From an optimization exercise on the open Yosys and OpenROAD flow, aimed at small area, a short achievable clock period and few clock cycles per item; shortcuts taken in it are not production practice. Function was not checked in any run shown here: the RTL went through the layout flow alone.

**design/flow/run.sh**
```bash
#!/bin/bash
# synth_recipe.tcl (not shown) runs the flow's synth.tcl, then flattens the netlist and writes it again
# the make line also repeats each setting of config.mk as NAME=value (left out here)
make -C /OpenROAD-flow-scripts/flow DESIGN_CONFIG=/design/flow/config.mk WORK_HOME=/design/flow/orfs CLKGATE_MAP_FILE= SYNTH_SCRIPT=/design/flow/synth_recipe.tcl finish
```
**design/flow/config.mk**
```make
export PLATFORM = sky130hd
export DESIGN_NAME = echo_engine
export DESIGN_NICKNAME = echo_engine
export VERILOG_FILES = /design/flow/design.v
export SDC_FILE = /design/flow/constraint.sdc
export NUM_CORES = 4
export LEC_CHECK = 0
export CAP_MARGIN = 20
export CORE_MARGIN = 2
export CORE_UTILIZATION = 40
export PLACE_DENSITY = 0.6
export SLEW_MARGIN = 20
```
**design/flow/constraint.sdc**
```tcl
create_clock -name core_clock -period 10.5 [get_ports {clk}]
set_input_delay 2.1000 -clock core_clock [delete_from_list [all_inputs] [get_ports {clk}]]
set_output_delay 2.1000 -clock core_clock [all_outputs]
set_load 0.01 [all_outputs]
```
**design/flow/design.v**
```verilog
module echo_engine (
    input  wire        clk,
    input  wire        rst,         
    input  wire        cfg_we,
    input  wire [4:0]  cfg_addr,
    input  wire [31:0] cfg_wdata,
    output reg         cfg_err,     
    input  wire        in_valid,
    output wire        in_ready,
    input  wire [1:0]  in_op,       
    input  wire [15:0] in_data,
    output wire        out_valid,
    input  wire        out_ready,
    output wire [15:0] out_data
);
    localparam RING_DEPTH  = 64;
    localparam TABLE_DEPTH = 16;
    localparam OP_DELAY = 2'd0;
    localparam OP_TABLE = 2'd1;
    localparam OP_PRBS  = 2'd2;
    localparam OP_NOISE = 2'd3;
    localparam A_CAPACITY    = 5'd0;
    localparam A_NOISE_LEVEL = 5'd1;
    localparam A_LFSR        = 5'd2;
    localparam A_LCG_SEED    = 5'd3;
    localparam A_TABLE_LEN   = 5'd4;
    localparam A_RESTART     = 5'd5;
    localparam A_LCGSTEP     = 5'd6;
    function [30:0] rotl;
        input [30:0] v;
        input integer k;
        begin
            rotl = (v << k) | (v >> (31 - k));
        end
    endfunction
    function [61:0] csa;     
        input [30:0] x, y, z;
        reg [30:0] c;
        begin
            c   = (x & y) | (x & z) | (y & z);
            csa = {x ^ y ^ z, c[29:0], c[30]};
        end
    endfunction
    function [30:0] lcg_next;
        input [30:0] s;
        reg [61:0] l1a, l1b, l2, l3, l4;
        reg [31:0] s0, s1;
        begin
            l1a = csa(rotl(s, 14), rotl(s, 8), rotl(s, 7));
            l1b = csa(rotl(s, 5),  rotl(s, 2), rotl(s, 1));
            l2  = csa(l1a[61:31], l1a[30:0], l1b[61:31]);
            l3  = csa(l2[61:31],  l2[30:0],  l1b[30:0]);
            l4  = csa(l3[61:31],  l3[30:0],  s);
            s0  = {1'b0, l4[61:31]} + {1'b0, l4[30:0]};
            s1  = {1'b0, l4[61:31]} + {1'b0, l4[30:0]} + 32'd1;
            lcg_next = s0[31] ? s1[30:0] : s0[30:0];
        end
    endfunction
    reg cfg_ok;
    always @(*) begin
        cfg_ok = 1'b0;
        if (cfg_addr[4])
            cfg_ok = 1'b1;                                     
        else case (cfg_addr)
            A_CAPACITY:    cfg_ok = cfg_wdata >= 32'd1 && cfg_wdata <= RING_DEPTH;
            A_NOISE_LEVEL: cfg_ok = cfg_wdata >= 32'd1 && cfg_wdata <= 32'd32767;
            A_LFSR:        cfg_ok = cfg_wdata[15:0] != 16'd0;
            A_LCG_SEED:    cfg_ok = cfg_wdata >= 32'd1 && cfg_wdata <= 32'd2147483646;
            A_TABLE_LEN:   cfg_ok = cfg_wdata >= 32'd1 && cfg_wdata <= TABLE_DEPTH;
            A_RESTART:     cfg_ok = 1'b1;
            A_LCGSTEP:     cfg_ok = 1'b1;
            default:       cfg_ok = 1'b0;
        endcase
    end
    wire cfg_do = cfg_we && cfg_ok;
    wire wr_cap     = cfg_do && cfg_addr == A_CAPACITY;
    wire wr_nl      = cfg_do && cfg_addr == A_NOISE_LEVEL;
    wire wr_lfsr    = cfg_do && cfg_addr == A_LFSR;
    wire wr_seed    = cfg_do && cfg_addr == A_LCG_SEED;
    wire wr_tlen    = cfg_do && cfg_addr == A_TABLE_LEN;
    wire wr_lcgstep = cfg_do && cfg_addr == A_LCGSTEP;
    wire ring_clear = cfg_do && (cfg_addr == A_CAPACITY ||
                                 (cfg_addr == A_RESTART && cfg_wdata[0]));
    wire tidx_clear = cfg_do && (cfg_addr == A_TABLE_LEN ||
                                 (cfg_addr == A_RESTART && cfg_wdata[2]));
    reg        rdy;
    reg        a_valid;
    reg [1:0]  a_op;
    reg [15:0] a_x;
    reg        v0, v1, v2;
    reg [15:0] q0, q1, q2;
    assign in_ready  = rdy;
    assign out_valid = v0;
    assign out_data  = q0;
    wire fire = in_valid && rdy;
    wire take = v0 && out_ready;
    wire push = a_valid;
    wire v0_n = take ? (v1 | push)        : (v0 | push);
    wire v1_n = take ? (v2 | (v1 & push)) : (v1 | (v0 & push));
    wire v2_n = take ? (v2 & push)        : (v2 | (v1 & push));
    reg [5:0]  last;           
    reg [5:0]  cursor;         
    reg [5:0]  nxt;            
    reg        full;           
    reg [15:0] rd;             
    reg [15:0] ring [0:RING_DEPTH-1];
    reg [3:0]  tlast;          
    reg [3:0]  tidx;
    reg [15:0] tab [0:TABLE_DEPTH-1];
    reg [TABLE_DEPTH-1:0] tvalid;    
    reg [14:0] noise_level;
    reg [15:0] lfsr;
    reg [30:0] lcg_t;          
    reg        lcg_owed;       
    wire a_delay = a_valid && a_op == OP_DELAY;
    wire a_table = a_valid && a_op == OP_TABLE;
    wire a_prbs  = a_valid && a_op == OP_PRBS;
    wire a_noise = a_valid && a_op == OP_NOISE;
    wire [16:0] delay_sum = {a_x[15], a_x} + {rd[15], rd};
    reg  [15:0] delay_out;
    always @(*) begin
        if (delay_sum[16] == delay_sum[15])
            delay_out = delay_sum[15:0];
        else if (delay_sum[16])
            delay_out = 16'h8000;
        else
            delay_out = 16'h7FFF;
    end
    wire [5:0] nxt_next  = (nxt == last) ? 6'd0 : nxt + 6'd1;
    wire       full_next = full || nxt == 6'd0;
    wire [15:0] table_out = tvalid[tidx] ? tab[tidx] : 16'd0;
    wire [3:0]  tidx_next = (tidx == tlast) ? 4'd0 : tidx + 4'd1;
    wire        prbs_fb   = lfsr[15] ^ lfsr[14] ^ lfsr[3] ^ lfsr[1];
    wire [15:0] lfsr_next = {lfsr[14:0], prbs_fb};
    wire [15:0] prbs_out  = prbs_fb ? {1'b0, noise_level} : -{1'b0, noise_level};
    wire [30:0] lcg_step  = lcg_next(lcg_t);
    wire [15:0] noise_out = {{4{~lcg_t[30]}}, lcg_t[29:18]};
    reg [15:0] result;
    always @(*) begin
        case (a_op)
            OP_DELAY: result = delay_out;
            OP_TABLE: result = table_out;
            OP_PRBS:  result = prbs_out;
            default:  result = noise_out;
        endcase
    end
    integer i;
    always @(posedge clk) begin
        a_op <= in_op;
        a_x  <= in_data;
        q0 <= take ? (v1 ? q1 : result) : (v0 ? q0 : result);
        q1 <= take ? (v2 ? q2 : result) : (v1 ? q1 : result);
        q2 <= (v2 && !take) ? q2 : result;
        if (a_delay)
            ring[cursor] <= a_x;
        for (i = 0; i < TABLE_DEPTH; i = i + 1)
            if (cfg_do && cfg_addr == 5'd16 + i)
                tab[i] <= cfg_wdata[15:0];
    end
    always @(posedge clk) begin
        if (rst) begin
            rdy         <= 1'b1;
            a_valid     <= 1'b0;
            v0          <= 1'b0;
            v1          <= 1'b0;
            v2          <= 1'b0;
            cfg_err     <= 1'b0;
            last        <= 6'd0;
            cursor      <= 6'd0;
            nxt         <= 6'd0;
            full        <= 1'b0;
            rd          <= 16'd0;
            tlast       <= 4'd0;
            tidx        <= 4'd0;
            tvalid      <= {TABLE_DEPTH{1'b0}};
            noise_level <= 15'd1;
            lfsr        <= 16'h0001;
            lcg_t       <= 31'd16807;
            lcg_owed    <= 1'b0;
        end else begin
            cfg_err <= cfg_we && !cfg_ok;
            a_valid <= fire;
            v0 <= v0_n;
            v1 <= v1_n;
            v2 <= v2_n;
            rdy <= fire ? !v1_n : !v2_n;
            if (a_delay) begin
                cursor <= nxt;
                nxt    <= nxt_next;
                full   <= full_next;
                if (last == 6'd0)
                    rd <= a_x;
                else if (full_next)
                    rd <= ring[nxt];
                else
                    rd <= 16'd0;
            end
            if (a_table)
                tidx <= tidx_next;
            if (a_prbs)
                lfsr <= lfsr_next;
            if (wr_seed) begin
                lcg_t    <= cfg_wdata[30:0];
                lcg_owed <= 1'b1;
            end else begin
                if (a_noise || lcg_owed || wr_lcgstep)
                    lcg_t <= lcg_step;
                lcg_owed <= wr_lcgstep && (a_noise || lcg_owed);
            end
            if (wr_cap)
                last <= cfg_wdata[5:0] - 6'd1;
            if (wr_nl)
                noise_level <= cfg_wdata[14:0];
            if (wr_lfsr)
                lfsr <= cfg_wdata[15:0];
            if (wr_tlen)
                tlast <= cfg_wdata[3:0] - 4'd1;
            if (ring_clear) begin
                cursor <= 6'd0;
                nxt    <= (wr_cap ? cfg_wdata[5:0] == 6'd1 : last == 6'd0) ? 6'd0 : 6'd1;
                full   <= 1'b0;
                rd     <= 16'd0;
            end
            if (tidx_clear)
                tidx <= 4'd0;
            for (i = 0; i < TABLE_DEPTH; i = i + 1)
                if (cfg_do && cfg_addr == 5'd16 + i)
                    tvalid[i] <= 1'b1;
        end
    end
endmodule
```
==> flow_summary.toml, run 1 <==
[outcome]
status = "timing/DRC/antenna clean"

[clocking]
cts_root_buffer = "clkbuf_16"
cts_tree = "done"
cts-resized-gates = 0
h-tree-depth = 4
cts.sinks = 1480
cts-hold-fix-buffers = 0
post-cts-setup-buffers = 0
cts.path.max_buffers = 3
cts_made_buffers = 147
clk_latency_ns = 0.79
clk_pin_slew_ns = 0.06

[critical_path]
critPathLaunchType = "register"
cpMaxStageDelayCell = "dfxtp_1"
critPathArrivalTime_ns = 7.33
cp_max_fo = 7
crit_top_cell = "fa_1"
path_cells = "inv_1 -> fa_1 -> fa_1 -> inv_1 -> fa_1 -> fa_1 -> ha_1 -> fa_1 -> a21o_1 -> a221oi_1 -> a2bb2oi_1 -> nand4bb_1 -> and4bb_1 -> nand4_1 -> nor2_1 -> a31oi_1 -> o21ai_0 -> a31oi_1"
critPathRequiredTime_ns = 11.13
critPathMaxStageDelay_ns = 0.75
crit_buf_inv = 2
crit_family = "adder cells"
worstSetupEndpointType = "register"
critical_path_class = "reg2reg"

[place]
io_buffers = 78
pre_cts_ws_ns = 3.80
placed_area_mm2 = 0.0683
gp_congestion = 0.892
hpwlAfterDp_um = 107000

[timing]
max_slew.worst_pin.slew_ns = 1.13
fin_tns_setup_ns = 0
setup_viol = 0
period_needed_ns = 6.70
relSlewSlack_pct = 24.3
hold_viol_final = 0
rsz0062_at_grt = "false"
max_freq_ghz = 0.149
fin_crit_sh_pct = 63.8
setup_ws_ns = 3.80
clock_skew_ns = 0.0370
final-max-slew-violation-count = 0

[die]
die_w_um = 405
die_area_mm2 = 0.164
rows = 147
io_pins = 79
initial_utilization_pct = 40.2
coreArea_mm2 = 0.160
die_y_um = 405

[cells_and_area]
mostFrequentLayoutCells = "edfxtp_1, mux4_2, nor2_1"
layout-area-overhead-vs-synth_pct = 13.0
nets = 4241
final_common_cell = "edfxtp_1"
final_layout_size_suffix_gt1_share_pct = 19.0
post-route-cell-area_mm2 = 0.0728

[yosys]
yosysWarnings = 2
synthArstFlopShare_pct = 0
yosysUniqueCellTypes = 90
syn-num-nets = 4072
seq_area_frac_synth_pct = 66.4
synth-seq-cells = 1480
syn_area_mm2 = 0.0644
synth_edf_count = 1312
synth_cells = 3797
synth_flop_cell = "edfxtp_1"
avgSynthCellArea_um2 = 17.0

[job]
drv_cap = 0

[route]
vias = 35800
drtPass1Iterations = 6
wl_per_cell_um = 27.1
drtIter0Drc = 4314
antenna_left = 0
drc = 0
via_per_inst = 5.74
routed_wl_um = 169000

[grt]
grt_pass1_wl_um = 247000
grt_remaining_overflow = 0
grtUsageTotal_pct = 20.6
grt_pass1_vias = 35100
grt_antenna_before_repair = 6
grt_max_degree = 139

[hold_path]
hp-class = "reg2reg"
kinds of logic after synthesis:
| family | count (synthesis) | synth area share, % |
|---|---|---|
| AO/OA/AOI/OAI | 563 | 6.09 |
| XOR/XNOR | 88 | 1.20 |
| adder cells (fa/ha/maj) | 221 | 6.10 |
| buffers and inverters | 310 | 1.84 |
| flip-flops | 1480 | 66.4 |
| multiplexers | 409 | 13.0 |
| AND/OR/NAND/NOR | 726 | 5.36 |
synth_stat cells, types with 8 or more instances:
| library cell | instances | area, um2 |
|---|---|---|
| xor2_1 | 45 | 394 |
| nor2b_1 | 14 | 87.6 |
| a21oi_1 | 109 | 546 |
| and4_1 | 11 | 96.3 |
| and3_1 | 19 | 119 |
| nand3_1 | 58 | 290 |
| nand2_1 | 153 | 574 |
| o21ai_0 | 88 | 440 |
| xnor2_1 | 43 | 377 |
| o22ai_1 | 11 | 68.8 |
| nand4_1 | 34 | 213 |
| a31oi_1 | 22 | 138 |
| nor4_1 | 17 | 106 |
| o21a_1 | 9 | 67.6 |
| a211oi_1 | 56 | 420 |
| edfxtp_1 | 1312 | 39400 |
| or3_1 | 10 | 62.6 |
| a221oi_1 | 35 | 307 |
| mux2i_1 | 53 | 531 |
| nor3_1 | 29 | 145 |
| a22o_1 | 32 | 280 |
| a21o_1 | 34 | 255 |
| mux4_2 | 341 | 7680 |
| a22oi_1 | 54 | 405 |
| and2_1 | 19 | 119 |
| o211ai_1 | 17 | 128 |
| o31ai_1 | 8 | 60.1 |
| ha_1 | 58 | 726 |
| mux2_2 | 15 | 169 |
| fa_1 | 157 | 3140 |
| nand2b_1 | 15 | 93.8 |
| buf_2 | 11 | 55.1 |
| nor2_1 | 296 | 1110 |
| dfxtp_1 | 168 | 3360 |
| inv_1 | 107 | 402 |
| a222oi_1 | 13 | 130 |
| clkbuf_1 | 149 | 559 |
| buf_1 | 40 | 150 |
layer usage:
layer  part of all wire (%)  global-route usage [%]
met3                    7.5                    3.53
met1                     43                    29.8
met2                     47                    32.2
met4                    2.4                    5.98
met5                  0.011                       0
per-stage QoR:
step	cells	util [%]	hold WS, ns
3_5_place_dp	5977	42.6	0.455
5_1_grt	6241	45.4	0.494
2_1_floorplan	3797	-	0.435
4_1_cts	6241	45.4	0.469
6_report	6243	45.4	0.466
3_3_place_gp	5977	42.6	0.445
worst register-to-register path, cell delays in order, from the launching register on:
cell and delay [ns]:
dfxtp_1 0.75, inv_1 0.23, fa_1 0.53, fa_1 0.55, inv_1 0.06, fa_1 0.49, fa_1 0.45, ha_1 0.28
fa_1 0.45, a21o_1 0.25, a221oi_1 0.28, a2bb2oi_1 0.34, nand4bb_1 0.22, and4bb_1 0.40, nand4_1 0.19, nor2_1 0.38
a31oi_1 0.17, o21ai_0 0.38, a31oi_1 0.15
worst paths after layout:
check / start / end / slack (ns) / depth (start not counted)
hold / removal: tvalid[10] / tvalid[10] / 0.47 / 2
setup / recovery: lcg_t[22] / lcg_t[23] / 3.80 / 18
hold reg to reg: tvalid[10] / tvalid[10] / 0.47 / 2
setup reg to reg: lcg_t[22] / lcg_t[23] / 3.80 / 18
flip-flops by register name, indices dropped and copies added (netlist names), 2 cells and up, named ones only:
signal       count
tlast            4
cursor           6
q2              16
nxt              6
tvalid          16
last             6
lfsr            16
tab            256
tidx             4
a_op             2
q0              16
a_x             16
lcg_t           31
ring          1024
q1              16
noise_level     15
rd              16
layout make-up:
type	instances	area [um2]
fill	13700	87400
sequential	1480	42800
multi-input combinational	2007	20500
clock buffer	195	3930
tap	2160	2700
timing repair buffer	223	1900
clock inverter	69	529
inverter	107	402
antenna	2	5.00
==> run 2, diff against run 1 <==
--- a/design/flow/config.mk
+++ b/design/flow/config.mk
@@ -5,8 +5,10 @@
 export SDC_FILE = /design/flow/constraint.sdc
 export NUM_CORES = 4
 export LEC_CHECK = 0
+export ABC_CLOCK_PERIOD_IN_PS = 3500
 export CAP_MARGIN = 20
 export CORE_MARGIN = 2
 export CORE_UTILIZATION = 40
 export PLACE_DENSITY = 0.6
+export SETUP_SLACK_MARGIN = 5
 export SLEW_MARGIN = 20
==> flow_summary.toml, run 2 <==
[outcome]
status = "timing/DRC/antenna clean"

[timing]
rsz0062_at_grt = "true"
fin_tns_setup_ns = 0
fin_crit_sh_pct = 54.9
clock_skew_ns = 0.0622
whs_ns = 0.465
final-max-slew-violation-count = 0
setup_ws_ns = 4.73
max_slew.worst_pin.slew_ns = 1.12
period_needed_ns = 5.77
max_freq_ghz = 0.173
hold_viol_final = 0
relSlewSlack_pct = 25.6
setup_viol = 0

[clocking]
cts-hold-fix-buffers = 0
h-tree-depth = 4
cts.sinks = 1480
cts_root_buffer = "clkbuf_16"
cts.path.max_buffers = 3
cts_made_buffers = 149
cts_tree = "done"
clk_latency_ns = 0.80
clk_pin_slew_ns = 0.06

[grt]
grt_antenna_before_repair = 2
grt_max_degree = 121
grt_remaining_overflow = 0
grtUsageTotal_pct = 20.7
grt_pass1_wl_um = 248000
grt_pass1_vias = 35900

[cells_and_area]
fillerInstances = 13600
final_layout_size_suffix_gt1_share_pct = 24.3
ff_latch_area_mm2 = 0.0429
largest_reg_flops = 1024
top_register = "ring"
final_common_cell = "edfxtp_1"
finalNonFillerCells = 6316
layout-area-overhead-vs-synth_pct = 16.1
reg.largest.list = "ring (1024), tab (256), lcg_t (31)"
mostFrequentLayoutCells = "edfxtp_1, mux4_2, nor2_1"
multi_input_area_mm2 = 0.0213
nets = 4307

[route]
drtPass1Iterations = 6
vias = 36100
routed_wl_um = 170000
drtIter0Drc = 3668
drc = 0
via_per_inst = 5.71
wl_per_cell_um = 26.9
antenna_left = 0

[critical_path]
critPathLaunchType = "register"
critPathArrivalTime_ns = 6.39
cp_max_fo = 5
critical_path_class = "reg2reg"
critPathRequiredTime_ns = 11.12
worstSetupEndpointType = "register"

[yosys]
synth.top_cell.area_share_pct = 61.2
synth_area_leaders = "edfxtp_1, mux4_2, dfxtp_1"
synthArstFlopShare_pct = 0
syn_area_mm2 = 0.0644
seq_area_frac_synth_pct = 66.4
synth_flop_cell = "edfxtp_1"
synth_edf_count = 1312
yosysUniqueCellTypes = 90
syn-num-nets = 4072
synth-seq-cells = 1480
synth_cells = 3797
yosysMostFrequentCell = "edfxtp_1"
avgSynthCellArea_um2 = 17.0
yosysWarnings = 2
yosysTopAreaCell = "edfxtp_1"
synth_common_cells = "edfxtp_1, mux4_2, nor2_1, dfxtp_1, fa_1"

[die]
rows = 147
die_area_mm2 = 0.164
die_y_um = 405
initial_utilization_pct = 40.2
die_w_um = 405
coreArea_mm2 = 0.160
io_pins = 79

[place]
hpwlAfterDp_um = 107000
pre_cts_ws_ns = 4.05
io_buffers = 78
dp_cells = 5978
gp_congestion = 0.881

[job]
drv_cap = 0

[hold_path]
hp-class = "reg2reg"
## run 2: timing repair
item                       CTS  global route
resized for setup          109            79
cloned                       0             0
buffers inserted            41            22
hold endpoints to repair     0             0
setup endpoints to repair   31            43
pin swaps                   40            62
## run 2: area by class of cell
type / count / area share [%]
Antenna cell: 1 / 0.00335
Clock buffer: 196 / 5.54
Tap cell: 2160 / 3.61
Timing Repair Buffer: 287 / 3.22
Sequential cell: 1480 / 57.4
Clock inverter: 78 / 1.25
Inverter: 107 / 0.559
Multi-Input combinational cell: 2007 / 28.4
## run 2: worst max-delay path, stage by stage, from the launching register on
cell	delay, ns
dfxtp_4	0.38
buf_4	0.14
fa_1	0.53
inv_1	0.05
fa_1	0.48
inv_1	0.06
fa_2	0.38
fa_1	0.49
ha_4	0.20
fa_2	0.40
a21o_4	0.27
a221oi_4	0.26
a2bb2oi_2	0.21
nand4bb_1	0.16
and4bb_2	0.37
nand4_1	0.21
or2_4	0.34
nor3_4	0.26
a311oi_2	0.13
or3_1	0.31
## run 2: final timing paths
path,slack (ns),end,startpoint,cells past startpoint
hold / removal,0.47,tvalid[15],tvalid[15],2
setup reg to reg,4.73,lcg_t[29],lcg_t[25],19
setup / recovery,4.73,lcg_t[29],lcg_t[25],19
hold reg to reg,0.47,tvalid[15],tvalid[15],2
## run 2: cells by family after synthesis
kind of cell	count (synthesis)	share of synthesized area (%)
flip-flops	1480	66.4
AND/OR/NAND/NOR	726	5.36
AO/OA/AOI/OAI	563	6.09
multiplexers	409	13.0
buffers and inverters	310	1.84
adder cells (fa/ha/maj)	221	6.10
XOR/XNOR	88	1.20
## run 2: through the flow
stage | cell area (um2) | util (%)
3_3_place_gp | 68400 | 42.7
3_5_place_dp | 68400 | 42.7
5_1_grt | 74800 | 46.7
4_1_cts | 74200 | 46.3
6_report | 74800 | 46.7
2_1_floorplan | 64500 | -
## run 2: per-layer routing
layer | global-route usage (%) | vias to the layer above | part of all wire [%]
met2 | 32.6 | 1365 | 47
met5 | 0 | - | 0
met1 | 29.6 | 18900 | 44
met3 | 3.78 | 241 | 6.9
li1 | - | 15500 | -
met4 | 5.62 | 0 | 2.5
==> run 3, diff against run 2 <==
==> design/flow/flow/run.sh (new file) <==
#!/bin/bash
set -euo pipefail
MARGIN=$(cat flow/margin.txt)
bash standard.sh SETUP_SLACK_MARGIN=$MARGIN finish > flow_make.log 2>&1
==> design/flow/flow/margin.txt (new file) <==
7
==> design/flow/standard.sh (new file) <==
#!/bin/bash
# synth_recipe.tcl (not shown) runs the flow's synth.tcl, then flattens the netlist and writes it again
# the make line also repeats each setting of config.mk as NAME=value (left out here)
make -C /OpenROAD-flow-scripts/flow DESIGN_CONFIG=/design/flow/config.mk WORK_HOME=/design/flow/orfs CLKGATE_MAP_FILE= SYNTH_SCRIPT=/design/flow/synth_recipe.tcl "${@:-finish}"
--- a/design/flow/config.mk
+++ b/design/flow/config.mk
@@ -10,5 +10,4 @@
 export CORE_MARGIN = 2
 export CORE_UTILIZATION = 40
 export PLACE_DENSITY = 0.6
-export SETUP_SLACK_MARGIN = 5
 export SLEW_MARGIN = 20
removed: design/flow/run.sh
==> flow_summary.toml, run 3 <==
[outcome]
status = "timing/DRC/antenna clean"

[die]
die_area_mm2 = 0.164
coreArea_mm2 = 0.160
initial_utilization_pct = 40.2
io_pins = 79
die_y_um = 405
die_w_um = 405
rows = 147

[route]
antenna_left = 0
drtPass1Iterations = 8
routed_wl_um = 180000
drc = 0
wl_per_cell_um = 27.8
drtIter0Drc = 4328
via_per_inst = 5.74
vias = 37200

[place]
gp_congestion = 0.866
io_buffers = 78
hpwlAfterDp_um = 106000

[cells_and_area]
layout-area-overhead-vs-synth_pct = 21.6
final_common_cell = "edfxtp_1"
final_util_pct = 48.9
largest_reg_flops = 1024
multi_input_area_mm2 = 0.0228
nets = 4473
fillerInstances = 13200
ff_latch_area_mm2 = 0.0429
final_layout_size_suffix_gt1_share_pct = 32.5
mostFrequentLayoutCells = "edfxtp_1, mux4_2, buf_4"
top_register = "ring"
reg.largest.list = "ring (1024), tab (256), lcg_t (31)"

[clocking]
cts_root_buffer = "clkbuf_16"
cts.sinks = 1480
cts-hold-fix-buffers = 0
clk_pin_slew_ns = 0.06
cts.path.max_buffers = 3
cts_tree = "done"
cts_made_buffers = 147
clk_latency_ns = 0.78
h-tree-depth = 4

[yosys]
synth.top_cell.area_share_pct = 61.2
yosysMostFrequentCell = "edfxtp_1"
yosysTopAreaCell = "edfxtp_1"
synth-seq-cells = 1480
yosysWarnings = 2
avgSynthCellArea_um2 = 17.0
synth_cells = 3797
synth_common_cells = "edfxtp_1, mux4_2, nor2_1, dfxtp_1, fa_1"
synth_edf_count = 1312
synthArstFlopShare_pct = 0
syn_area_mm2 = 0.0644
syn-num-nets = 4072
synth_flop_cell = "edfxtp_1"
seq_area_frac_synth_pct = 66.4
yosysUniqueCellTypes = 90
synth_area_leaders = "edfxtp_1, mux4_2, dfxtp_1"

[timing]
clock_skew_ns = 0.0343
final-max-slew-violation-count = 0
hold_viol_final = 0
fin_crit_sh_pct = 54.2
rsz0062_at_grt = "true"
period_needed_ns = 5.69
setup_viol = 0
relSlewSlack_pct = 28.7
fin_tns_setup_ns = 0
max_freq_ghz = 0.176
max_slew.worst_pin.slew_ns = 1.07

[critical_path]
critPathLaunchType = "register"
critPathArrivalTime_ns = 6.35
rr_endpoint = "lcg_t[23]"
cp_max_fo = 5
critPathRequiredTime_ns = 11.16
reg2reg_slack_ns = 4.81
rr_worst_depth = 20
r2r_start = "lcg_t[23]"
critical_path_class = "reg2reg"
worstSetupEndpointType = "register"

[grt]
grt_pass1_vias = 36100
grt_antenna_before_repair = 13
grt_remaining_overflow = 0
use_met1_pct = 30.6
grtUsageTotal_pct = 21.6
grt_use_met2_pct = 33.3
grt_max_degree = 131
busiest_layer = "met2"
use_met3_pct = 4.64
grt_pass1_wl_um = 256000

[hold_path]
worstHoldStart = "tvalid[11]"
min_to = "tvalid[11]"
whs_path_depth = 2
hp-class = "reg2reg"

[job]
drv_cap = 0
run 3: critical path: stages (launching register included):
cell	delay (ns)
dfxtp_4	0.39
inv_4	0.05
fa_1	0.50
fa_1	0.55
inv_1	0.05
fa_1	0.45
fa_1	0.51
ha_4	0.20
fa_2	0.39
a21o_4	0.26
a31oi_1	0.19
o221a_2	0.34
mux2i_2	0.11
nor4b_2	0.25
buf_4	0.17
nand4_1	0.18
buf_4	0.21
nor3_2	0.16
and4_1	0.26
o21ai_1	0.12
a31oi_1	0.24
run 3: metrics by stage:
step,instances,worst slack (ns),hold WS (ns),cell area (um2)
2_1_floorplan,3797,5.11,0.435,65400
4_1_cts,6386,4.91,0.469,76700
3_5_place_dp,5973,4.34,0.454,69100
5_1_grt,6477,4.63,0.482,78300
3_3_place_gp,5973,4.42,0.444,69100
6_report,6478,4.81,0.467,78300
run 3: worst max path at each step:
stage	start	endpoint	slack, ns	cells after the start
floorplan	lcg_t[30]	lcg_t[29]	5.11	18
global placement	cfg_wdata[14]	lcg_t[29]	4.42	12
detailed placement	cfg_wdata[14]	lcg_t[30]	4.34	12
CTS	lcg_t[11]	lcg_t[29]	4.91	16
global route	lcg_t[23]	lcg_t[16]	4.63	20
finish	lcg_t[23]	lcg_t[23]	4.81	20
run 3: kinds of logic (layout without fill, tap and decap cells):
logic type	Yosys count	in the layout	synth area share, %
AOI/OAI and AO/OA	563	563	6.09
xor gates and xnor gates	88	88	1.20
adders and majority gates	221	221	6.10
buffers and inverters	310	828	1.84
DFF	1480	1480	66.4
muxes	409	409	13.0
other	0	1	0
and+or+nand+nor	726	728	5.36
run 3: layout make-up:
| cell class | instances | share of cell area [%] |
|---|---|---|
| Inverter | 107 | 0.537 |
| Tap cell | 2160 | 3.45 |
| Clock inverter | 66 | 0.923 |
| Sequential cell | 1480 | 54.8 |
| Timing Repair Buffer | 453 | 5.85 |
| Multi-Input combinational cell | 2009 | 29.2 |
| Clock buffer | 202 | 5.25 |
| Antenna cell | 1 | 0.00320 |
run 3: metal layers:
| metal | routed length, um | part of all wire (%) | up-vias |
|---|---|---|---|
| li1 | - | - | 15900 |
| met1 | 74400 | 41 | 19400 |
| met2 | 84400 | 47 | 1654 |
| met3 | 15600 | 8.6 | 287 |
| met4 | 5660 | 3.1 | 8 |
| met5 | 50 | 0.028 | - |
run 3: repair_timing:
action                                  in CTS  in global routing
endpoints found under the hold margin        0                  0
pin swaps                                  106                102
cloned                                      18                  5
buffers inserted                           127                 86
endpoints found under the setup margin     358                280
gates resized for setup                    444                175
==> run 4, diff against run 3 <==
--- a/design/flow/design.v
+++ b/design/flow/design.v
@@ -41,19 +41,40 @@
             csa = {x ^ y ^ z, c[29:0], c[30]};
         end
     endfunction
+    function [30:0] add_eac;
+        input [30:0] x, y;
+        reg [30:0] p, g, gp, pp, gn, pn, c;
+        integer k, d;
+        begin
+            p  = x ^ y;
+            g  = x & y;
+            gp = g;
+            pp = p;
+            for (d = 1; d < 31; d = d * 2) begin
+                gn = gp;
+                pn = pp;
+                for (k = d; k < 31; k = k + 1) begin
+                    gn[k] = gp[k] | (pp[k] & gp[k-d]);
+                    pn[k] = pp[k] & pp[k-d];
+                end
+                gp = gn;
+                pp = pn;
+            end
+            c[0] = gp[30];
+            for (k = 1; k < 31; k = k + 1)
+                c[k] = gp[k-1] | (pp[k-1] & gp[30]);
+            add_eac = p ^ c;
+        end
+    endfunction
     function [30:0] lcg_next;
         input [30:0] s;
-        reg [61:0] l1a, l1b, l2, l3, l4;
-        reg [31:0] s0, s1;
-        begin
-            l1a = csa(rotl(s, 14), rotl(s, 8), rotl(s, 7));
-            l1b = csa(rotl(s, 5),  rotl(s, 2), rotl(s, 1));
+        reg [61:0] l1a, l1b, l2, l3;
+        begin
+            l1a = csa(rotl(s, 14), rotl(s, 9), ~rotl(s, 7));
+            l1b = csa(rotl(s, 5),  rotl(s, 3), ~s);
             l2  = csa(l1a[61:31], l1a[30:0], l1b[61:31]);
             l3  = csa(l2[61:31],  l2[30:0],  l1b[30:0]);
-            l4  = csa(l3[61:31],  l3[30:0],  s);
-            s0  = {1'b0, l4[61:31]} + {1'b0, l4[30:0]};
-            s1  = {1'b0, l4[61:31]} + {1'b0, l4[30:0]} + 32'd1;
-            lcg_next = s0[31] ? s1[30:0] : s0[30:0];
+            lcg_next = add_eac(l3[61:31], l3[30:0]);
         end
     endfunction
     reg cfg_ok;
@@ -99,11 +120,15 @@
     wire v1_n = take ? (v2 | (v1 & push)) : (v1 | (v0 & push));
     wire v2_n = take ? (v2 & push)        : (v2 | (v1 & push));
     reg [5:0]  last;           
-    reg [5:0]  cursor;         
-    reg [5:0]  nxt;            
+    reg [5:0]  cnt;            
     reg        full;           
-    reg [15:0] rd;             
-    reg [15:0] ring [0:RING_DEPTH-1];
+    reg [15:0] s32 [0:31];
+    reg [15:0] s16 [0:15];
+    reg [15:0] s8  [0:7];
+    reg [15:0] s4  [0:3];
+    reg [15:0] s2  [0:1];
+    reg [15:0] s1;
+    reg [15:0] dl;
     reg [3:0]  tlast;          
     reg [3:0]  tidx;
     reg [15:0] tab [0:TABLE_DEPTH-1];
@@ -116,6 +141,7 @@
     wire a_table = a_valid && a_op == OP_TABLE;
     wire a_prbs  = a_valid && a_op == OP_PRBS;
     wire a_noise = a_valid && a_op == OP_NOISE;
+    wire [15:0] rd = full ? dl : 16'd0;
     wire [16:0] delay_sum = {a_x[15], a_x} + {rd[15], rd};
     reg  [15:0] delay_out;
     always @(*) begin
@@ -126,8 +152,12 @@
         else
             delay_out = 16'h7FFF;
     end
-    wire [5:0] nxt_next  = (nxt == last) ? 6'd0 : nxt + 6'd1;
-    wire       full_next = full || nxt == 6'd0;
+    wire [15:0] c5 = last[5] ? s32[31] : a_x;
+    wire [15:0] c4 = last[4] ? s16[15] : c5;
+    wire [15:0] c3 = last[3] ? s8[7]   : c4;
+    wire [15:0] c2 = last[2] ? s4[3]   : c3;
+    wire [15:0] c1 = last[1] ? s2[1]   : c2;
+    wire [15:0] c0 = last[0] ? s1      : c1;
     wire [15:0] table_out = tvalid[tidx] ? tab[tidx] : 16'd0;
     wire [3:0]  tidx_next = (tidx == tlast) ? 4'd0 : tidx + 4'd1;
     wire        prbs_fb   = lfsr[15] ^ lfsr[14] ^ lfsr[3] ^ lfsr[1];
@@ -151,8 +181,20 @@
         q0 <= take ? (v1 ? q1 : result) : (v0 ? q0 : result);
         q1 <= take ? (v2 ? q2 : result) : (v1 ? q1 : result);
         q2 <= (v2 && !take) ? q2 : result;
-        if (a_delay)
-            ring[cursor] <= a_x;
+        if (a_delay) begin
+            s32[0] <= a_x;
+            for (i = 1; i < 32; i = i + 1) s32[i] <= s32[i-1];
+            s16[0] <= c5;
+            for (i = 1; i < 16; i = i + 1) s16[i] <= s16[i-1];
+            s8[0] <= c4;
+            for (i = 1; i < 8; i = i + 1) s8[i] <= s8[i-1];
+            s4[0] <= c3;
+            for (i = 1; i < 4; i = i + 1) s4[i] <= s4[i-1];
+            s2[0] <= c2;
+            s2[1] <= s2[0];
+            s1 <= c1;
+            dl <= c0;
+        end
         for (i = 0; i < TABLE_DEPTH; i = i + 1)
             if (cfg_do && cfg_addr == 5'd16 + i)
                 tab[i] <= cfg_wdata[15:0];
@@ -166,10 +208,8 @@
             v2          <= 1'b0;
             cfg_err     <= 1'b0;
             last        <= 6'd0;
-            cursor      <= 6'd0;
-            nxt         <= 6'd0;
+            cnt         <= 6'd0;
             full        <= 1'b0;
-            rd          <= 16'd0;
             tlast       <= 4'd0;
             tidx        <= 4'd0;
             tvalid      <= {TABLE_DEPTH{1'b0}};
@@ -184,16 +224,10 @@
             v1 <= v1_n;
             v2 <= v2_n;
             rdy <= fire ? !v1_n : !v2_n;
-            if (a_delay) begin
-                cursor <= nxt;
-                nxt    <= nxt_next;
-                full   <= full_next;
-                if (last == 6'd0)
-                    rd <= a_x;
-                else if (full_next)
-                    rd <= ring[nxt];
-                else
-                    rd <= 16'd0;
+            if (a_delay && !full) begin
+                if (cnt == last)
+                    full <= 1'b1;
+                cnt <= cnt + 6'd1;
             end
             if (a_table)
                 tidx <= tidx_next;
@@ -216,10 +250,8 @@
             if (wr_tlen)
                 tlast <= cfg_wdata[3:0] - 4'd1;
             if (ring_clear) begin
-                cursor <= 6'd0;
-                nxt    <= (wr_cap ? cfg_wdata[5:0] == 6'd1 : last == 6'd0) ? 6'd0 : 6'd1;
-                full   <= 1'b0;
-                rd     <= 16'd0;
+                cnt  <= 6'd0;
+                full <= 1'b0;
             end
             if (tidx_clear)
                 tidx <= 4'd0;
==> design/flow/run.sh (new file) <==
#!/bin/bash
# synth_recipe.tcl (not shown) runs the flow's synth.tcl, then flattens the netlist and writes it again
# the make line also repeats each setting of config.mk as NAME=value (left out here)
make -C /OpenROAD-flow-scripts/flow DESIGN_CONFIG=/design/flow/config.mk WORK_HOME=/design/flow/orfs CLKGATE_MAP_FILE= SYNTH_SCRIPT=/design/flow/synth_recipe.tcl finish
--- a/design/flow/config.mk
+++ b/design/flow/config.mk
@@ -5,9 +5,10 @@
 export SDC_FILE = /design/flow/constraint.sdc
 export NUM_CORES = 4
 export LEC_CHECK = 0
-export ABC_CLOCK_PERIOD_IN_PS = 3500
+export ABC_CLOCK_PERIOD_IN_PS = 3000
 export CAP_MARGIN = 20
 export CORE_MARGIN = 2
 export CORE_UTILIZATION = 40
 export PLACE_DENSITY = 0.6
+export SETUP_SLACK_MARGIN = 5
 export SLEW_MARGIN = 20
removed: design/flow/flow/run.sh
removed: design/flow/flow/margin.txt
removed: design/flow/standard.sh
==> flow_summary.toml, run 4 <==
[outcome]
status = "timing/DRC/antenna clean"

[place]
hpwlAfterDp_um = 72500
gp_congestion = 0.932
pre_cts_ws_ns = 4.36
io_buffers = 78

[yosys]
synth.top_cell.area_share_pct = 71.8
yosysUniqueCellTypes = 80
synth_common_cells = "edfxtp_1, nor2_1, inv_1, dfxtp_1"
syn-num-nets = 3419
yosysWarnings = 7
synth_flop_cell = "edfxtp_1"
synth-seq-cells = 1452
synth_area_leaders = "edfxtp_1, dfxtp_1, fa_1"
yosysMostFrequentCell = "edfxtp_1"
synth_cells = 3178
yosysTopAreaCell = "edfxtp_1"
synth_edf_count = 1312
syn_area_mm2 = 0.0549
synthArstFlopShare_pct = 0
avgSynthCellArea_um2 = 17.3
seq_area_frac_synth_pct = 76.9

[cells_and_area]
top_register = "s32"
final_util_pct = 46.5
final_layout_size_suffix_gt1_share_pct = 15.0
nets = 3619
largest_reg_flops = 512
final_common_cell = "edfxtp_1"
reg.largest.list = "s32 (512), s16 (256), tab (256)"
layout-area-overhead-vs-synth_pct = 15.1
mostFrequentLayoutCells = "edfxtp_1, nor2_1, clkbuf_16"

[die]
die_w_um = 374
initial_utilization_pct = 40.4
rows = 135
die_y_um = 374
coreArea_mm2 = 0.136
die_area_mm2 = 0.140
io_pins = 79

[clocking]
cts_made_buffers = 146
h-tree-depth = 4
clk_latency_ns = 0.78
cts.path.max_buffers = 3
cts_root_buffer = "clkbuf_16"
cts.sinks = 1452
cts_tree = "done"
clk_pin_slew_ns = 0.07
cts-hold-fix-buffers = 0

[grt]
grt_pass1_wl_um = 176000
grt_pass1_vias = 27500
grtUsageTotal_pct = 16.8
grt_max_degree = 204
grt_remaining_overflow = 0
grt_antenna_before_repair = 5

[timing]
max_freq_ghz = 0.182
setup_viol = 0
hold_viol_final = 0
max_slew.worst_pin.slew_ns = 1.07
rsz0062_at_grt = "true"
fin_tns_setup_ns = 0
clock_skew_ns = 0.0648
period_needed_ns = 5.51
relSlewSlack_pct = 28.2
final-max-slew-violation-count = 0
whs_ns = 0.385
setup_ws_ns = 4.99
fin_crit_sh_pct = 52.5

[route]
drtPass1Iterations = 5
via_per_inst = 5.28
routed_wl_um = 118000
wl_per_cell_um = 22.3
drtIter0Drc = 2972
drc = 0
antenna_left = 0
vias = 27900

[hold_path]
hp-class = "reg2reg"
whs_path_depth = 0

[critical_path]
critPathLaunchType = "register"
critPathRequiredTime_ns = 11.14
critical_path_class = "reg2reg"
cp_max_fo = 7
critPathArrivalTime_ns = 6.15
worstSetupEndpointType = "register"
rr_worst_depth = 18

[job]
drv_cap = 0
-- run 4: cell count changes in the layout (fill, tap and decap cells not counted), sizes merged, moves of 37 or more --
cell	delta
mux4	-336
buf	-287
nor2	-96
mux2	+90
clkdlybuf4s50	+54
inv	+41
a211oi	-38
nand2	-37
-- run 4: worst max-delay path, stage by stage (launching register included) --
cell      delay (ns)
dfxtp_4         0.38
buf_4           0.18
fa_1            0.48
inv_1           0.06
fa_1            0.53
inv_1           0.06
fa_1            0.56
inv_1           0.07
ha_4            0.31
nand4_1         0.15
a21o_1          0.20
a211o_1         0.28
a2111o_1        0.45
a31o_1          0.28
o41a_1          0.38
o211ai_2        0.29
o221ai_2        0.13
or2_0           0.22
a311oi_2        0.34
-- run 4: cell families after synthesis --
logic type / count (synthesis) / synth area share, %
fa+ha+maj: 181 / 5.85
buf+inv: 266 / 1.88
compound gates: 508 / 6.43
mux: 153 / 3.14
simple gates: 543 / 4.63
xor+xnor: 75 / 1.20
flops: 1452 / 76.9
-- run 4: what timing repair did --
| action | in CTS | in global routing |
|---|---|---|
| endpoints found under the setup margin | 15 | 14 |
| setup buffers | 15 | 7 |
| resized for setup | 90 | 34 |
| pin swaps | 10 | 13 |
-- run 4: area by class of cell --
cell class	count	area, um2
Antenna cell	1	2.50
Multi-Input combinational cell	1460	12000
Timing Repair Buffer	166	1510
Fill cell	11600	72600
Clock inverter	84	728
Tap cell	1781	2230
Clock buffer	185	3890
Inverter	152	593
Sequential cell	1452	42300
-- run 4: stage by stage --
stage,std cells,instance area (um2)
after floorplan,3178,54900
after global placement,4988,58000
after detailed placement,4988,58000
after CTS,5272,63000
after global routing,5280,63200
final,5281,63200
-- run 4: routing by layer --
metal | up-vias | wire length (um) | GRT usage, %
met5 | - | 42 | 0
met2 | 955 | 50900 | 24.1
li1 | 12500 | - | -
met3 | 213 | 9060 | 4.15
met4 | 6 | 3220 | 5.74
met1 | 14200 | 54800 | 24.8
-- run 4: path summary, 6_finish.rpt --
| path | slack (ns) | start | end |
|---|---|---|---|
| setup reg to reg | 4.99 | lcg_t[27] | lcg_t[26] |
| hold reg to reg | 0.38 | s32[5][15] | s32[6][15] |
| setup / recovery | 4.99 | lcg_t[27] | lcg_t[26] |
| hold / removal | 0.38 | s32[5][15] | s32[6][15] |
==> run 5, diff against run 4 <==
==> design/flow/flow/run.sh (new file) <==
#!/bin/bash
set -euo pipefail
MARGIN=$(cat flow/margin.txt)
bash standard.sh SETUP_SLACK_MARGIN=$MARGIN finish > flow_make.log 2>&1
==> design/flow/flow/margin.txt (new file) <==
7.2
==> design/flow/standard.sh (new file) <==
#!/bin/bash
# synth_recipe.tcl (not shown) runs the flow's synth.tcl, then flattens the netlist and writes it again
# the make line also repeats each setting of config.mk as NAME=value (left out here)
make -C /OpenROAD-flow-scripts/flow DESIGN_CONFIG=/design/flow/config.mk WORK_HOME=/design/flow/orfs CLKGATE_MAP_FILE= SYNTH_SCRIPT=/design/flow/synth_recipe.tcl "${@:-finish}"
--- a/design/flow/config.mk
+++ b/design/flow/config.mk
@@ -10,5 +10,4 @@
 export CORE_MARGIN = 2
 export CORE_UTILIZATION = 40
 export PLACE_DENSITY = 0.6
-export SETUP_SLACK_MARGIN = 5
 export SLEW_MARGIN = 20
removed: design/flow/run.sh
==> flow_summary.toml, run 5 <==
[critical_path]
critPathRequiredTime_ns = 11.19
critical_path_class = "reg2reg"
rr_worst_depth = 16
cp_max_fo = 9
worstSetupEndpointType = "register"
critPathArrivalTime_ns = 5.82
critPathLaunchType = "register"
reg2reg_slack_ns = 5.37

[timing]
clock_skew_ns = 0.0407
whs_ns = 0.390
max_slew.worst_pin.slew_ns = 0.976
relSlewSlack_pct = 34.9
fin_tns_setup_ns = 0
setup_ws_ns = 5.37
setup_viol = 0
rsz0062_at_grt = "true"
fin_crit_sh_pct = 48.8
max_freq_ghz = 0.195
final-max-slew-violation-count = 0
period_needed_ns = 5.13
hold_viol_final = 0

[route]
drtIter0Drc = 3026
drc = 0
via_per_inst = 5.36
antenna_left = 0
wl_per_cell_um = 23.0
routed_wl_um = 126000
vias = 29300
drtPass1Iterations = 5

[grt]
grtUsageTotal_pct = 17.7
grt_remaining_overflow = 0
grt_antenna_before_repair = 8
grt_max_degree = 182
grt_pass1_wl_um = 185000
grt_pass1_vias = 28600

[yosys]
synth_cells = 3178
syn-num-nets = 3419
synth_area_leaders = "edfxtp_1, dfxtp_1, fa_1"
seq_area_frac_synth_pct = 76.9
synth-seq-cells = 1452
yosysTopAreaCell = "edfxtp_1"
syn_area_mm2 = 0.0549
synth_common_cells = "edfxtp_1, nor2_1, inv_1, dfxtp_1"
synth_flop_cell = "edfxtp_1"
synth.top_cell.area_share_pct = 71.8
synthArstFlopShare_pct = 0
yosysUniqueCellTypes = 80
synth_edf_count = 1312
yosysWarnings = 7
yosysMostFrequentCell = "edfxtp_1"
avgSynthCellArea_um2 = 17.3

[die]
coreArea_mm2 = 0.136
die_area_mm2 = 0.140
io_pins = 79
die_w_um = 374
die_y_um = 374
rows = 135
initial_utilization_pct = 40.4

[outcome]
status = "timing/DRC/antenna clean"

[place]
dp_cells = 4990
pre_cts_ws_ns = 4.65
placed_area_mm2 = 0.0581
gp_congestion = 0.912
hpwlAfterDp_um = 73200
io_buffers = 78

[hold_path]
whs_path_depth = 0
hp-class = "reg2reg"

[cells_and_area]
post-route-cell-area_mm2 = 0.0669
final_common_cell = "edfxtp_1"
top_register = "s32"
finalNonFillerCells = 5453
final_util_pct = 49.3
reg.largest.list = "s32 (512), s16 (256), tab (256)"
layout-area-overhead-vs-synth_pct = 21.9
nets = 3781
largest_reg_flops = 512
final_layout_size_suffix_gt1_share_pct = 25.1
mostFrequentLayoutCells = "edfxtp_1, nor2_1, clkbuf_16, buf_4, fa_1"
fillerInstances = 11100

[clocking]
cts.path.max_buffers = 3
clk_pin_slew_ns = 0.07
h-tree-depth = 4
cts.sinks = 1452
clk_latency_ns = 0.77
cts_made_buffers = 150
cts_root_buffer = "clkbuf_16"
cts-hold-fix-buffers = 0
cts_tree = "done"

[job]
drv_cap = 0
==> run 5: cell count changes in the layout (fill, tap and decap cells not counted), sizes merged <==
cell	delta
inv	+4
dlymetal6s2s	-1
diode	+7
and2	+1
nor2	+2
clkinvlp	-7
clkdlybuf4s50	-54
dlygate4sd2	+25
buf	+163
clkinv	-6
and3	+1
bufbuf	+17
bufinv	+9
clkbuf	+11
==> run 5: logic make-up (layout without fill, tap and decap cells) <==
family / count (synthesis) / after routing / share of synthesized area [%]
muxes: 153 / 153 / 3.14
DFF: 1452 / 1452 / 76.9
xor gates and xnor gates: 75 / 75 / 1.20
other: 0 / 8 / 0
AOI/OAI and AO/OA: 508 / 508 / 6.43
and+or+nand+nor: 543 / 547 / 4.63
adders and majority gates: 181 / 181 / 5.85
buffers and inverters: 266 / 748 / 1.88
==> run 5: layout make-up <==
class | count | area, um2 | area share (%)
clock inverters | 84 | 1020 | 1.52
well taps | 1781 | 2230 | 3.33
diodes | 8 | 20.0 | 0.0299
multi-input cells | 1464 | 13200 | 19.7
inverters | 152 | 638 | 0.953
clock buffers | 192 | 4020 | 6.01
flip-flops and latches | 1452 | 42300 | 63.3
repair buffers | 320 | 3450 | 5.15
==> run 5: final timing paths <==
path                                 start    endpoint
worst max-delay path             lcg_t[14]   lcg_t[26]
worst min-delay path            s32[11][1]  s32[12][1]
worst max register to register   lcg_t[14]   lcg_t[26]
worst min register to register  s32[11][1]  s32[12][1]
==> run 5: worst max-delay path, stage by stage (launching register included) <==
cell	delay (ns)
dfxtp_4	0.37
buf_4	0.17
fa_1	0.49
fa_1	0.53
fa_1	0.56
inv_1	0.05
ha_2	0.44
nand2_1	0.17
nor2_2	0.22
nand2_2	0.13
a2111o_1	0.44
a31o_1	0.23
o41a_1	0.38
o211ai_2	0.23
o221ai_2	0.13
or2_0	0.23
a311oi_2	0.23
==> run 5: layer usage <==
metal	share of wire [%]	up-vias	track usage [%]
met2	43	1112	25.3
met1	46	15000	26.3
met5	0.029	-	0
met4	2.9	6	5.98
met3	7.5	235	4.15
li1	-	12900	-
==> run 5: what timing repair did <==
action	in CTS	in global routing
endpoints found under the setup margin	753	674
gates resized for setup	534	144
pin swaps	110	108
gates cloned	24	2
setup buffers	118	35
==> run 6, diff against run 5 <==
--- a/design/flow/design.v
+++ b/design/flow/design.v
@@ -106,6 +106,7 @@
                                  (cfg_addr == A_RESTART && cfg_wdata[2]));
     reg        rdy;
     reg        a_valid;
+    reg        a_delay;        
     reg [1:0]  a_op;
     reg [15:0] a_x;
     reg        v0, v1, v2;
@@ -137,7 +138,6 @@
     reg [15:0] lfsr;
     reg [30:0] lcg_t;          
     reg        lcg_owed;       
-    wire a_delay = a_valid && a_op == OP_DELAY;
     wire a_table = a_valid && a_op == OP_TABLE;
     wire a_prbs  = a_valid && a_op == OP_PRBS;
     wire a_noise = a_valid && a_op == OP_NOISE;
@@ -203,6 +203,7 @@
         if (rst) begin
             rdy         <= 1'b1;
             a_valid     <= 1'b0;
+            a_delay     <= 1'b0;
             v0          <= 1'b0;
             v1          <= 1'b0;
             v2          <= 1'b0;
@@ -220,6 +221,7 @@
         end else begin
             cfg_err <= cfg_we && !cfg_ok;
             a_valid <= fire;
+            a_delay <= fire && in_op == OP_DELAY;
             v0 <= v0_n;
             v1 <= v1_n;
             v2 <= v2_n;
--- a/design/flow/config.mk
+++ b/design/flow/config.mk
@@ -5,7 +5,6 @@
 export SDC_FILE = /design/flow/constraint.sdc
 export NUM_CORES = 4
 export LEC_CHECK = 0
-export ABC_CLOCK_PERIOD_IN_PS = 3000
 export CAP_MARGIN = 20
 export CORE_MARGIN = 2
 export CORE_UTILIZATION = 40
==> flow_summary.toml, run 6 <==
[grt]
grt_pass1_vias = 28000
grt_antenna_before_repair = 14
grtUsageTotal_pct = 17.5
grt_pass1_wl_um = 181000
grt_max_degree = 205
grt_remaining_overflow = 0

[cells_and_area]
layout-area-overhead-vs-synth_pct = 22.9
fillerInstances = 11100
multi_input_area_mm2 = 0.0133
ff_latch_area_mm2 = 0.0424
final_common_cell = "edfxtp_1"
mostFrequentLayoutCells = "edfxtp_1, buf_4, nor2_1"
final_layout_size_suffix_gt1_share_pct = 28.1
nets = 3731
top_register = "s32"
largest_reg_flops = 512
reg.largest.list = "s32 (512), s16 (256), tab (256)"

[job]
drv_cap = 0

[critical_path]
critical_path_class = "reg2reg"
critPathRequiredTime_ns = 11.18
worstSetupEndpointType = "register"
critPathLaunchType = "register"
rr_worst_depth = 17
cp_max_fo = 6
critPathArrivalTime_ns = 5.59

[place]
io_buffers = 78
hpwlAfterDp_um = 71100
gp_congestion = 0.897
pre_cts_ws_ns = 4.66

[outcome]
status = "timing/DRC/antenna clean"

[clocking]
clk_pin_slew_ns = 0.07
cts-hold-fix-buffers = 0
cts_root_buffer = "clkbuf_16"
clk_latency_ns = 0.77
cts.sinks = 1453
cts.path.max_buffers = 3
h-tree-depth = 4
cts_tree = "done"
cts_made_buffers = 146

[hold_path]
hp-class = "reg2reg"
whs_path_depth = 0

[timing]
max_freq_ghz = 0.203
fin_tns_setup_ns = 0
final-max-slew-violation-count = 0
setup_ws_ns = 5.58
rsz0062_at_grt = "true"
max_slew.worst_pin.slew_ns = 1.06
whs_ns = 0.382
clock_skew_ns = 0.0387
relSlewSlack_pct = 29.0
fin_crit_sh_pct = 46.8
setup_viol = 0
period_needed_ns = 4.92
hold_viol_final = 0

[yosys]
synth-xor-area-share_pct = 1.09
synth_common_cells = "edfxtp_1, nor2_1, inv_1, dfxtp_1, fa_1"
synth_top_family_by_area = "compound AO/OA/AOI/OAI gates"
synth_compound_area_share_pct = 6.11
avgSynthCellArea_um2 = 17.6
synth_mux_area_share_pct = 3.33
yosys.area_share.simple_pct = 4.40
synth-seq-cells = 1453
synthArstFlopShare_pct = 0
synth_flop_cell = "edfxtp_1"
synthAdderAreaFrac_pct = 5.88
yosysTopAreaCell = "edfxtp_1"
yosysWarnings = 7
seq_area_frac_synth_pct = 77.3
syn_area_mm2 = 0.0546
synth_area_leaders = "edfxtp_1, dfxtp_1, fa_1"
synth_cells = 3101
syn-num-nets = 3342
synth_edf_count = 1312
synth.top_cell.area_share_pct = 72.1
yosysMostFrequentCell = "edfxtp_1"
yosysUniqueCellTypes = 79

[die]
die_y_um = 374
rows = 135
coreArea_mm2 = 0.135
die_w_um = 374
die_area_mm2 = 0.140
io_pins = 79
initial_utilization_pct = 40.3

[route]
via_per_inst = 5.31
drtIter0Drc = 3153
wl_per_cell_um = 22.8
antenna_left = 0
drtPass1Iterations = 7
drc = 0
vias = 28700
routed_wl_um = 123000
[run 6: cell types whose count changed after synthesis, moves of 10 or more]
cell	delta
a211oi_1	+25
a21oi_1	-38
a22oi_1	+15
and2_1	-10
clkbuf_1	-12
nand2_1	-18
o21ai_0	-12
[run 6: logic make-up (layout without fill, tap and decap cells)]
| kind of cell | count (synthesis) | after routing |
|---|---|---|
| DFF | 1453 | 1453 |
| and+or+nand+nor | 507 | 511 |
| AOI/OAI and AO/OA | 466 | 466 |
| buffers and inverters | 265 | 767 |
| adders and majority gates | 181 | 181 |
| muxes | 161 | 161 |
| xor gates and xnor gates | 68 | 68 |
| other | 0 | 5 |
[run 6: through the flow]
| stage | utilization, % | instance area (um2) | std cells |
|---|---|---|---|
| 6_report | 49.5 | 67100 | 5393 |
| 5_1_grt | 49.5 | 67100 | 5388 |
| 4_1_cts | 48.8 | 66100 | 5342 |
| 3_5_place_dp | 42.8 | 57900 | 4913 |
| 3_3_place_gp | 42.8 | 57900 | 4913 |
| 2_1_floorplan | - | 54800 | 3101 |
[run 6: worst paths after layout]
| check | start | endpoint | slack [ns] |
|---|---|---|---|
| setup / recovery | lcg_t[1] | lcg_t[12] | 5.58 |
| hold / removal | s32[22][15] | s32[23][15] | 0.38 |
| setup reg to reg | lcg_t[1] | lcg_t[12] | 5.58 |
| hold reg to reg | s32[22][15] | s32[23][15] | 0.38 |
[run 6: cell type report]
type | count | area share (%)
Sequential cell | 1453 | 63.1
Multi-Input combinational cell | 1387 | 19.8
Clock buffer | 183 | 5.76
Timing Repair Buffer | 348 | 5.60
Tap cell | 1781 | 3.32
Clock inverter | 82 | 1.33
Inverter | 154 | 0.988
Antenna cell | 5 | 0.0186
[run 6: what timing repair did]
action                     CTS  global route
setup endpoints to repair  352           276
resized for setup          583           144
buffers inserted           138            45
cloned                      26             0
pin swaps                  145            89
[run 6: routing by layer]
metal  track usage [%]  share of wire [%]  vias up
li1                  -                  -    12700
met1              25.6                 46    14700
met2              25.0                 43     1052
met3              4.45                7.8      252
met4              6.50                3.2       12
met5                 0              0.058        -
[run 6: worst max-delay path, stage by stage (launching register included)]
cell and delay [ns]:
dfxtp_4 0.39, inv_2 0.10, fa_1 0.59, fa_1 0.45, fa_1 0.55, inv_1 0.07
ha_4 0.33, nand4_1 0.21, a21oi_4 0.22, o21ai_2 0.10, a2111oi_4 0.38, buf_4 0.22
nor2_4 0.06, o311ai_4 0.42, o211a_1 0.19, nor2_1 0.05, xor2_1 0.19, a2111oi_2 0.29

## separate check: timing with driven ports
In the flow no input, the clock included, has a driving cell. The finished layouts below were timed again as built, in two steps.
Step 1 (the two cells are an assumption about what drives the block):
set clk [get_ports {clk}]
set_driving_cell -lib_cell sky130_fd_sc_hd__clkbuf_16 $clk
set_driving_cell -lib_cell sky130_fd_sc_hd__buf_2 [delete_from_list [all_inputs] $clk]
Step 2 also shifts input and output timing later by t, the mid clock arrival at the registers, as if the neighbouring blocks saw the same clock.
Slacks: ideal / step 1 / step 2; pairs: ideal / step 1.
| run | t, ns | setup slack, ns | worst setup path after step 2 | worst slew at a driven data input, ns |
|---|---|---|---|---|
| run 1 | 0.853 | 3.799 / 3.799 / 3.706 | input to register | 0.09 |
| run 2 | 0.849 | 4.731 / 4.731 / 3.984 | input to register | 0.12 |
| run 3 | 0.837 | 4.811 / 4.811 / 4.811 | register to register | 0.07 |
| run 4 | 0.831 | 4.992 / 4.992 / 4.309 | input to register | 0.12 |
| run 5 | 0.839 | 5.373 / 5.373 / 5.373 | register to register | 0.13 |
| run 6 | 0.833 | 5.584 / 5.584 / 5.414 | input to register | 0.12 |
After both steps setup and hold are still met in every run listed. The setup slack of run 2, which loses most, moves by 0.000 ns with the drivers and by -0.747 ns with both steps.
